What follows belongs to an exercise in optimizing a design on an open flow for small area, a short achievable clock period and few clock cycles per item; a production flow would make more cautious choices. Function was checked by simulation only, so behaviour that the tests miss may differ from the original. Power is estimated from default activity; no workload was simulated.

Design k2000_payload_codec, start of the top module:
module k2000_payload_codec (
    input  wire        clk,
    input  wire        rst,
    input  wire        cmd_valid,
    output wire        cmd_ready,
    input  wire        cmd_dir,       
    input  wire [3:0]  cmd_n,         
    input  wire [20:0] cmd_size,      
    input  wire        in_valid,
    output wire        in_ready,
    input  wire [7:0]  in_data,
    input  wire        in_last,
    output wire        out_valid,
    input  wire        out_ready,
    output wire [7:0]  out_data,
    output wire        out_last,
    output wire        done,
    output wire [2:0]  status,
    output wire [23:0] info_a,
    output wire [23:0] info_b
);
    localparam ST_OK       = 3'd0;
    localparam ST_BADWIDTH = 3'd1;
    localparam ST_CKSUM    = 3'd2;
    localparam ST_LENGTH   = 3'd3;
    localparam ST_MALFORM  = 3'd4;
    localparam ST_PADBITS  = 3'd5;
    reg         idle;        
    reg         run;         
    reg         drain;       
    reg         dv;          
    reg         pre;         
    reg         done_r;
    reg         in_rdy;
    reg         act;         
    reg         dir;
    reg         bad;
    reg  [2:0]  n;
    reg  [20:0] size;
    reg         padv;        
    reg         p7s;         
    reg  [2:0]  pad;         
    reg  [20:0] rcnt;        
    reg         rz;          
    reg         r1;          
    reg  [23:0] kcnt;        
    reg  [23:0] xreg;        
    reg  [7:0]  ebyte;       
    reg  [6:0]  sum;
    reg  [14:0] acc;         
    reg  [3:0]  cnt;         
    reg         first;       
    reg         over;        
    reg         mal;         
    reg         fresh;       
    reg         cks_sent;    
    reg  [2:0]  st;
    reg  [7:0]  od;
    reg         ov;
    reg         olast;
    assign cmd_ready = idle;
    assign in_ready  = in_rdy;
    assign out_valid = ov;
    assign out_data  = od;
    assign out_last  = olast;
    assign done      = done_r;
    assign status    = st;
    assign info_a    = xreg;
    assign info_b    = kcnt;
    function [2:0] m7add(input [2:0] a, input [2:0] b);
        reg [2:0] g, p;
        reg       c0, c1, c2;
        begin
            g  = a & b;
            p  = a ^ b;
            c0 = g[2] | (p[2] & g[1]) | (p[2] & p[1] & g[0]);
  ...
Size: ~1,600 cells after synthesis, about 160 flip-flops, roughly 100 I/O pins, ~13,000 sq um of cells after synthesis.
Settings: LEC_CHECK=0, CAP_MARGIN=20, CORE_MARGIN=2, CORE_UTILIZATION=40, CTS_BUF_LIST=sky130_fd_sc_hd__clkbuf_4 sky130_fd_sc_hd__clkbuf_8, CTS_CLUSTER_SIZE=20, SETUP_SLACK_MARGIN=5, SLEW_MARGIN=20; clock period 10.0 ns.
standard.sh (not shown) runs the stock make flow with config.mk's settings and CLKGATE_MAP_FILE= SYNTH_SCRIPT=/design/flow/synth_recipe.tcl, a recipe that flattens the netlist after the stock synthesis.
==> flow/flow/run.sh <==
#!/bin/bash
# Standard ORFS layout (the standard.sh, its synthesis unchanged) with a
# tighter timing-repair target and buf_1 port buffers. The clock period and
# SDC are the standard flow's own (constraint.sdc).
set -euo pipefail
bash standard.sh \
  "SETUP_SLACK_MARGIN=6.45" \
  "BUFFER_PORTS_ARGS=-buffer_cell sky130_fd_sc_hd__buf_1" \
  finish > standard.log 2>&1
Testbench counts at the start, summed over its fixed seeds: cycles 55,644, items 27,958.
Then changed:
==> flow/flow/run.sh (replaced) <==
#!/bin/bash
# Standard ORFS layout with a tighter timing-repair target and single-drive
# port buffers. The clock period and SDC are the standard flow's own (constraint.sdc).
set -euo pipefail
bash standard.sh \
  "SETUP_SLACK_MARGIN=6.3" \
  "BUFFER_PORTS_ARGS=-buffer_cell sky130_fd_sc_hd__buf_2" \
  finish > standard.log 2>&1
- CTS_BUF_LIST: sky130_fd_sc_hd__clkbuf_4 sky130_fd_sc_hd__clkbuf_8 -> sky130_fd_sc_hd__clkbuf_8
- CTS_CLUSTER_SIZE: 20 -> 12
Outcome:
- The changed run completed with no timing, DRC or antenna violations
- area after synthesis does not change
- routed wire length falls by 0.91%
- worst hold slack loses 12 ps
Then changed:
==> flow/flow/run.sh (replaced) <==
#!/bin/bash
# Standard ORFS layout (the standard.sh, its synthesis unchanged) with a
# tighter timing-repair target and buf_1 port buffers. The clock period and
# SDC are the standard flow's own (constraint.sdc).
set -euo pipefail
bash standard.sh \
  "SETUP_SLACK_MARGIN=6.3" \
  "BUFFER_PORTS_ARGS=-buffer_cell sky130_fd_sc_hd__buf_1" \
  finish > standard.log 2>&1
- CTS_BUF_LIST: sky130_fd_sc_hd__clkbuf_8 -> sky130_fd_sc_hd__clkbuf_4 sky130_fd_sc_hd__clkbuf_8
- CTS_CLUSTER_SIZE: 12 -> 20
- PLACE_DENSITY: not set -> 0.8
The changed run finished clean.
Cell area shrinks by 1.8%.
Combinational power hardly moves.
Setup slack gets worse by 37 ps.
Synthesized area stays the same.
Cell count shrinks by about 0.6%.
Via count grows by 1.7%.
Total power shrinks by 2.3%.
Utilization shrinks by 0.83 points.
Clock skew barely changes.
First-iteration DRC count shrinks by about 11%.

## job 7178
k2000_payload_codec again, from the RTL that the note above started with.
Settings: LEC_CHECK=0, CAP_MARGIN=20, CORE_MARGIN=2, CORE_UTILIZATION=55, CTS_BUF_LIST=sky130_fd_sc_hd__clkbuf_8, CTS_CLUSTER_SIZE=12, SETUP_SLACK_MARGIN=5, SLEW_MARGIN=20; clock period 10.0 ns.
==> flow/flow/run.sh <==
#!/bin/bash
# Standard ORFS layout with a tighter timing-repair target and single-drive
# port buffers. The clock period and SDC are the standard flow's own (constraint.sdc).
set -euo pipefail
bash standard.sh \
  "SETUP_SLACK_MARGIN=6.3" \
  "BUFFER_PORTS_ARGS=-buffer_cell sky130_fd_sc_hd__buf_2" \
  finish > standard.log 2>&1
Testbench counts of job 7178, summed over its fixed seeds: cycles 55,644, items 27,958.
diff inputs: job 7178 => job 7953
Settings: CTS_CLUSTER_SIZE changed from 12 to 20; CTS_BUF_LIST changed from sky130_fd_sc_hd__clkbuf_8 to sky130_fd_sc_hd__clkbuf_4 sky130_fd_sc_hd__clkbuf_8; CORE_UTILIZATION changed from 55 to 40.
==> flow/flow/run.sh <==
#!/bin/bash
# Standard ORFS layout (the standard.sh, its synthesis unchanged) with a
# tighter timing-repair target and buf_1 port buffers. The clock period and
# SDC are the standard flow's own (constraint.sdc).
set -euo pipefail
bash standard.sh \
  "SETUP_SLACK_MARGIN=6.3" \
  "BUFFER_PORTS_ARGS=-buffer_cell sky130_fd_sc_hd__buf_1" \
  finish > standard.log 2>&1
Findings:
- Diff job 7178 -> job 7953 | die boundary width | up by more than 10%
- From job 7178 to job 7953 the numbers moved as follows: routed wire length went up by 1600 um; die area went up by about 36%; gate count of the mapped netlist was more or less identical; slew at the pin closest to its max-slew limit went up by 0.24 ns.
Input-level comparison between job 4636 and job 7953:
Settings: a deleted CTS_BUF_LIST that had been sky130_fd_sc_hd__clkbuf_4 sky130_fd_sc_hd__clkbuf_8; a deleted CTS_CLUSTER_SIZE that had been 20.
==> flow/flow/run.sh <==
#!/bin/bash
# Standard ORFS layout with a tighter timing-repair target and single-drive
# port buffers. The clock period and SDC are the standard flow's own (constraint.sdc).
set -euo pipefail
bash standard.sh \
  "SETUP_SLACK_MARGIN=6.3" \
  "BUFFER_PORTS_ARGS=-buffer_cell sky130_fd_sc_hd__buf_2" \
  finish > standard.log 2>&1
[summary]
- Diff job 7953 -> job 4636 | fmax | increase of 0.31%
- On cell area after placement: between job 4636 and job 7953, it ends up lower for job 7953.
- Between job 4636 and job 7953, the source-to-sink clock delay at the later pin of the worst-skew pair is higher for job 7953.
- Layout overhead on the synthesized area on job 4636 is up relative to job 7953.
- Post-route non-filler standard cell count: job 7953 vs job 4636, no meaningful difference
- On post-layout net count, job 4636 and job 7953 are neck and neck.
- Looking at static leakage across both flows, job 4636 is the weaker of the two, with job 7953 ahead.
- Job 4636 falls short of job 7953 in net switching power.
- Compared with job 7953, the detailed router inserted fewer vias in job 4636.
- Looking at data required time of the critical path across job 4636 and job 7953, the one that comes out lower is job 4636.

==> separate check: timing with driven ports <==
Ports are ideal in the flow. The routed layouts listed here were re-timed in OpenROAD. Step 1 (the two cells are an assumption about what drives the block):
set clk [get_ports {clk}]
set_driving_cell -lib_cell sky130_fd_sc_hd__clkbuf_16 $clk
set_driving_cell -lib_cell sky130_fd_sc_hd__buf_2 [delete_from_list [all_inputs] $clk]
Step 2 adds t to the input delays and takes it off the output delays; t is the mean of the earliest and latest rising clock arrival at the registers after step 1. Input paths then give back, and output paths get back, about the clock's delay inside the block. Three values: no drivers, after step 1, after step 2; two values: the first two.
run	shift t [ns]	setup WS [ns]	hold WS [ns]	worst setup path after step 2	cell pins on the clock port's net
the first run of note 1	0.540	6.373 / 6.366 / 5.826	0.475 / 0.475 / 0.475	input to register	1
the second run of note 1	0.548	6.294 / 6.307 / 5.759	0.463 / 0.463 / 0.463	input to register	1
the third run of note 1	0.523	6.257 / 6.271 / 5.748	0.482 / 0.482 / 0.482	input to register	1
job 7178	0.516	6.256 / 6.276 / 5.760	0.466 / 0.466 / 0.466	input to register	1
job 7953	0.546	6.321 / 6.341 / 5.796	0.470 / 0.470 / 0.470	input to register	1
job 4636	0.506	6.333 / 6.342 / 5.839	0.463 / 0.463 / 0.463	input to register	1
After both steps setup and hold are still met in every run listed. The setup slack of the first run of note 1, which loses most, moves by -0.007 ns with the drivers and by -0.547 ns with both steps.
